From an optimization exercise on the open Yosys and OpenROAD flow, aimed at small area, a short achievable clock period and few clock cycles per item; shortcuts taken in it are not production practice.
RTL that was checked went through simulation tests only; none was proved equivalent to the original.
No activity file was given, so power comes from the tool's default toggle rates.

== old ==
==> flow/design.v (excerpt) <==
module gsm7_alpha (
    input  wire        clk,
    input  wire        rst,           
    input  wire        cmd_valid,
    output wire        cmd_ready,
    input  wire [2:0]  cmd_op,
    input  wire [15:0] cmd_len,
    input  wire        in_valid,
    output wire        in_ready,
    input  wire [31:0] in_data,
    output reg         out_valid,
    input  wire        out_ready,
    output wire [20:0] out_data,
    output reg         res_valid,
    input  wire        res_ready,
    output wire [7:0]  res_err,
    output wire [15:0] res_count
);
    reg         idle;         
    reg         inr;          
    reg         is_dec, is_val;
    reg  [1:0]  pol;
    reg  [10:0] rem;          
    reg         st;           
    reg         flt;          
    reg         r_v, s_v;
    reg  [10:0] r_e, s_e;
    reg  [13:0] od;
    reg  [4:0]  err;          
    reg  [11:0] cnt;
    assign cmd_ready = idle;
  ...
clock: 8.0 ns
lec_check: 0
abc_area: 1
cap_margin: 20
core_margin: 2
core_utilization: 40
cts_buf_list: sky130_fd_sc_hd__clkbuf_8
cts_cluster_size: 40
setup_slack_margin: 5
slew_margin: 20
standard.sh (not shown) runs the stock make flow with config.mk's settings and CLKGATE_MAP_FILE= SYNTH_SCRIPT=/design/flow/synth_recipe.tcl, a recipe that flattens the netlist after the stock synthesis.
==> flow/flow/run.sh <==
#!/bin/bash
# The standard layout (standard.sh), with plain buf_1 cells as the port buffers
# instead of the default choice (repair_timing resizes them where timing needs it).
set -euo pipefail
bash standard.sh BUFFER_PORTS_ARGS="-buffer_cell sky130_fd_sc_hd__buf_1" SETUP_SLACK_MARGIN=5.3 finish > standard.log 2>&1
Input-level comparison between new and old:
-- flow/flow/run.sh --
<<< old, line 4
set -euo pipefail
bash standard.sh BUFFER_PORTS_ARGS="-buffer_cell sky130_fd_sc_hd__buf_1" SETUP_SLACK_MARGIN=5.3 finish > standard.log 2>&1
>>> new, line 4
set -euo pipefail
bash standard.sh BUFFER_PORTS_ARGS="-buffer_cell sky130_fd_sc_hd__buf_1" finish > standard.log 2>&1
==> results.txt <==
All of new and old finish clean.
From old to new the numbers moved as follows: share of cell area taken by flip-flops and latches up 3.8 points; first-iteration DRC count up 33.
old -> new: total number of vias decreased by a few percent
Via density per instance: new vs old — no meaningful difference
Looking at final area across new and old, the one that comes out higher is old.
Relative to old, the wire length on met2 measured on new has decreased by more than 10%.
Re sequential share of power: new and old aren't equal, and the lower value belongs to old.
new vs. old: power density over cell area rose by 6.3%; critical path arrival rose by 0.02 ns; number of iterations in the first detailed-routing pass rose by 1; fmax fell by 4.7 MHz.
No functional check of the RTL was part of any run of this note.

Setup of run 1:
Another version of the RTL of gsm7_alpha (not shown whole).
Size in the first run: roughly 110 I/O pins, about 0.0059 mm2 of cells after synthesis.
// gsm7_alpha
module gsm7_alpha (
    input  wire        clk,
    input  wire        rst,           
    input  wire        cmd_valid,
    output wire        cmd_ready,
    input  wire [2:0]  cmd_op,
    input  wire [15:0] cmd_len,
    input  wire        in_valid,
    output wire        in_ready,
    input  wire [31:0] in_data,
    output reg         out_valid,
    input  wire        out_ready,
    output wire [20:0] out_data,
    output reg         res_valid,
    input  wire        res_ready,
    output wire [7:0]  res_err,
    output wire [15:0] res_count
);
export LEC_CHECK = 0
export ABC_AREA = 1
export CAP_MARGIN = 20
export CORE_MARGIN = 2
export CORE_UTILIZATION = 40
export SETUP_SLACK_MARGIN = 5
export SLEW_MARGIN = 20
create_clock -name core_clock -period 8.0 [get_ports {clk}]
==> flow/flow/run.sh <==
#!/bin/bash
# The standard layout (standard.sh), with plain buf_1 cells as the port buffers
# instead of the default choice (repair_timing resizes them where timing needs it).
set -euo pipefail
bash standard.sh BUFFER_PORTS_ARGS="-buffer_cell sky130_fd_sc_hd__buf_1" finish > standard.log 2>&1
Testbench counts of run 1, summed over its fixed seeds: cycles 38,358, items 35,725.
Setup changes, run 1 to run 2
==> flow/flow/run.sh <==
#!/bin/bash
# The standard layout (standard.sh), with plain buf_1 cells as the port buffers
# (repair_timing resizes them where timing needs it) and a tighter timing-repair target.
set -euo pipefail
bash standard.sh BUFFER_PORTS_ARGS="-buffer_cell sky130_fd_sc_hd__buf_1" SETUP_SLACK_MARGIN=5.5 finish > standard.log 2>&1
Findings:
- What run 2 reported for final area has to be multiplied by 0.871 to get the figure for run 1.
- Of the two values seen for source of the critical timing path, r_e[2] was produced by run 1 and r_e[1] by run 2.
- Net switching power: run 2 vs run 1 up about 10%
- Going from run 1 to run 2, critical path depth shows an increase of 9, flip-flop and latch count shows no meaningful change, placed cell area shows an increase of 3.6%, fraction of area in clock buffers and inverters shows a reduction of 0.62 points, routed wire length shows an increase of 9.0%.
Changes in run 3 relative to run 2:
==> flow/run.sh (new file) <==
#!/bin/bash
# synth_recipe.tcl (not shown) runs the flow's synth.tcl, then flattens the netlist and writes it again
# the make line also repeats each setting of config.mk as NAME=value (left out here)
make -C /OpenROAD-flow-scripts/flow DESIGN_CONFIG=/design/flow/config.mk WORK_HOME=/design/flow/orfs CLKGATE_MAP_FILE= SYNTH_SCRIPT=/design/flow/synth_recipe.tcl finish
removed: flow/flow/run.sh
removed: flow/standard.sh
==> comparison <==
Going from run 2 to run 3, share of cell area taken by flip-flops and latches rose by 0.85 points; last weighted congestion value of the routability-driven placer rose by about 5%.
Of run 2 and run 3, the run reporting the lower final period demand of the worst path was run 2.
Re worst setup slack after layout: run 3 is 0.12 ns down on run 2.
Pre-CTS setup slack on run 3 is behind run 2.
Going from run 2 to run 3, design area shrank by a few percent.
#### Input delta (run 4 over run 3)
-- flow/config.mk --
<<< run 3, line 12
export SETUP_SLACK_MARGIN = 5
>>> run 4, line 12
--- outcome ---
Between run 3 and run 4, the share of the clock period used by the worst path is higher for run 4. Run 4 — first-pass GRT wire length about 5% lower, run 3 as reference. Compared with run 3, total power in run 4 decreased by a few percent. Run 4 vs. run 3: non-clock buffer count now smaller, power density relative to cell area now larger. Run 4 against run 3: stage delay of the slowest cell on the critical path saw an increase; register fraction of the total cell area saw an increase. Looking at routed wire length, run 4 sits about 10% lower than run 3 does. Run 4 improves on run 3 in routed via count. [run 4] final-layout clock-cell area share rose 0.52 points relative to run 3.

Another version of the RTL of gsm7_alpha (not shown whole).
Size: roughly 770 cells after synthesis, about 73 flip-flops, about 5300 µm² of cells after synthesis.
Settings: LEC_CHECK=0, ABC_AREA=1, CAP_MARGIN=20, CORE_MARGIN=2, CORE_UTILIZATION=40, CTS_BUF_LIST=sky130_fd_sc_hd__clkbuf_8, CTS_CLUSTER_SIZE=40, SETUP_SLACK_MARGIN=5, SLEW_MARGIN=20; clock period 8.0 ns.
==> flow/flow/run.sh <==
#!/bin/bash
# The standard layout (standard.sh), with plain buf_1 cells as the port buffers
# instead of the default choice (repair_timing resizes them where timing needs it).
set -euo pipefail
bash standard.sh BUFFER_PORTS_ARGS="-buffer_cell sky130_fd_sc_hd__buf_1" SKIP_GATE_CLONING=1 finish > standard.log 2>&1
Testbench counts at the start, summed over its fixed seeds: cycles 38,358, items 35,725.
Next try:
--- a/flow/flow/run.sh
+++ b/flow/flow/run.sh
@@ -5 +5 @@
-bash standard.sh BUFFER_PORTS_ARGS="-buffer_cell sky130_fd_sc_hd__buf_1" SKIP_GATE_CLONING=1 finish > standard.log 2>&1
+bash standard.sh BUFFER_PORTS_ARGS="-buffer_cell sky130_fd_sc_hd__buf_1" finish > standard.log 2>&1
--- a/flow/config.mk
+++ b/flow/config.mk
@@ -13,0 +14 @@
+export PLACE_DENSITY = 0.7
The changed run ran to the end with no violations.
Clock power hardly moves.
Fmax fell by 3.5%.
Power rose by 0.66%.
Area after synthesis stays the same.
Next try:
--- a/flow/config.mk
+++ b/flow/config.mk
@@ -14 +13,0 @@
-export PLACE_DENSITY = 0.7
@@ -16,0 +16 @@
+export TNS_END_PERCENT = 0
=> Routed wire length drops by 4.9%; clock-buffer cell count is unchanged; power went down by about 1.2%; synthesized cell count does not change; final area decreases by 2.5%.
Next try:
--- a/flow/config.mk
+++ b/flow/config.mk
@@ -13,0 +14 @@
+export GPL_ROUTABILITY_DRIVEN = 0
@@ -16 +16,0 @@
-export TNS_END_PERCENT = 0
What happened: Wire length went up by 1.2%; combinational power went up by about 6%; worst setup slack gets better by 0.089 ns; power went up by 0.76%; hold slack gets worse by 0.0065 ns; synthesized cell count is unchanged; sequential power stays flat; design area went up by 2.4%; critical path depth went down by 2; cell count barely changes; core utilization went up by 1.1 points.
Next try:
--- a/flow/config.mk
+++ b/flow/config.mk
@@ -11 +11 @@
-export CORE_UTILIZATION = 40
+export CORE_UTILIZATION = 50
@@ -14 +13,0 @@
-export GPL_ROUTABILITY_DRIVEN = 0
What happened: Setup slack is worse by 0.022 ns; sequential power rose slightly; non-clock buffer count rose by 5; cell area fell slightly; first-iteration DRC count fell by roughly a tenth; clock power fell by a little under a tenth; worst hold slack stays flat.

gsm7_alpha, a different RTL version from the one above (not shown whole).
For scale: ~110 I/O pins.
clock: 8.0 ns
lec_check: 0
abc_area: 1
cap_margin: 20
core_margin: 2
core_utilization: 40
cts_buf_list: sky130_fd_sc_hd__clkbuf_8
cts_cluster_diameter: 300
cts_cluster_size: 80
setup_slack_margin: 5
slew_margin: 20
==> flow/flow/run.sh <==
#!/bin/bash
# The standard layout (standard.sh), with plain buf_1 cells as the port buffers
# instead of the default choice (repair_timing resizes them where timing needs it).
set -euo pipefail
bash standard.sh BUFFER_PORTS_ARGS="-buffer_cell sky130_fd_sc_hd__buf_1" finish > standard.log 2>&1
The starting point completed without violations.
Testbench counts at the start, summed over its fixed seeds: cycles 38,358, items 35,725.
Rerun with:
- CORE_UTILIZATION: 40 -> 65
- CTS_CLUSTER_DIAMETER: 300 -> default
- CTS_CLUSTER_SIZE: 80 -> 40
- PLACE_DENSITY: default -> 0.8
Outcome:
- via count increases by 10%
- non-clock buffer count increases by 7
- area after synthesis is unchanged
- worst setup slack loses 0.15 ns
- clock skew decreases by 0.0074 ns
- final area hardly moves
- wire length increases by 3.3%
- total power increases by 0.32%
- register-to-register slack loses 0.15 ns

-- port drivers added, routing unchanged --
The results above use ideal ports. As a check the final layouts listed here were re-extracted and re-timed, cells and wires unchanged. Step 1 (the two cells are an assumption about what drives the block):
set clk [get_ports {clk}]
set_driving_cell -lib_cell sky130_fd_sc_hd__clkbuf_16 $clk
set_driving_cell -lib_cell sky130_fd_sc_hd__buf_2 [delete_from_list [all_inputs] $clk]
Step 2 times the ports against the registers' clock, not the clock port: input delays grow and output delays shrink by t, the midpoint of the rising clock arrivals with the driver on. Slacks: ideal / step 1 / step 2; pairs: ideal / step 1.
run	t (ns)	setup slack, ns	worst setup path at the end	clock arrival spread, ns	worst data-port slew with drivers (ns)
old	0.401	5.103 / 5.119 / 4.718	input to register	0.014 / 0.015	0.04
new	0.388	5.063 / 5.079 / 4.692	input to register	0.017 / 0.017	0.03
run 1	0.386	4.979 / 4.979 / 4.860	input to register	0.010 / 0.010	0.04
run 2	0.384	5.146 / 5.146 / 4.879	input to register	0.010 / 0.010	0.07
run 3	0.378	5.026 / 5.021 / 4.714	input to register	0.010 / 0.011	0.04
run 4	0.378	4.258 / 4.258 / 4.258	register to register	0.012 / 0.012	0.04
the first run of note 3	0.401	5.121 / 5.121 / 4.754	input to register	0.009 / 0.010	0.03
the second run of note 3	0.397	5.018 / 5.018 / 4.711	input to register	0.011 / 0.011	0.04
the third run of note 3	0.402	5.022 / 5.022 / 4.727	input to register	0.009 / 0.009	0.03
the fourth run of note 3	0.391	5.111 / 5.111 / 4.798	input to register	0.013 / 0.012	0.04
the fifth run of note 3	0.371	5.089 / 5.089 / 4.790	input to register	0.014 / 0.015	0.03
the first run of note 4	0.388	5.144 / 5.144 / 4.786	input to register	0.020 / 0.020	0.03
the second run of note 4	0.393	4.998 / 4.998 / 4.739	input to register	0.013 / 0.012	0.05
After both steps setup and hold are still met in every run listed. The setup slack of old, which loses most, moves by +0.016 ns with the drivers and by -0.385 ns with both steps.
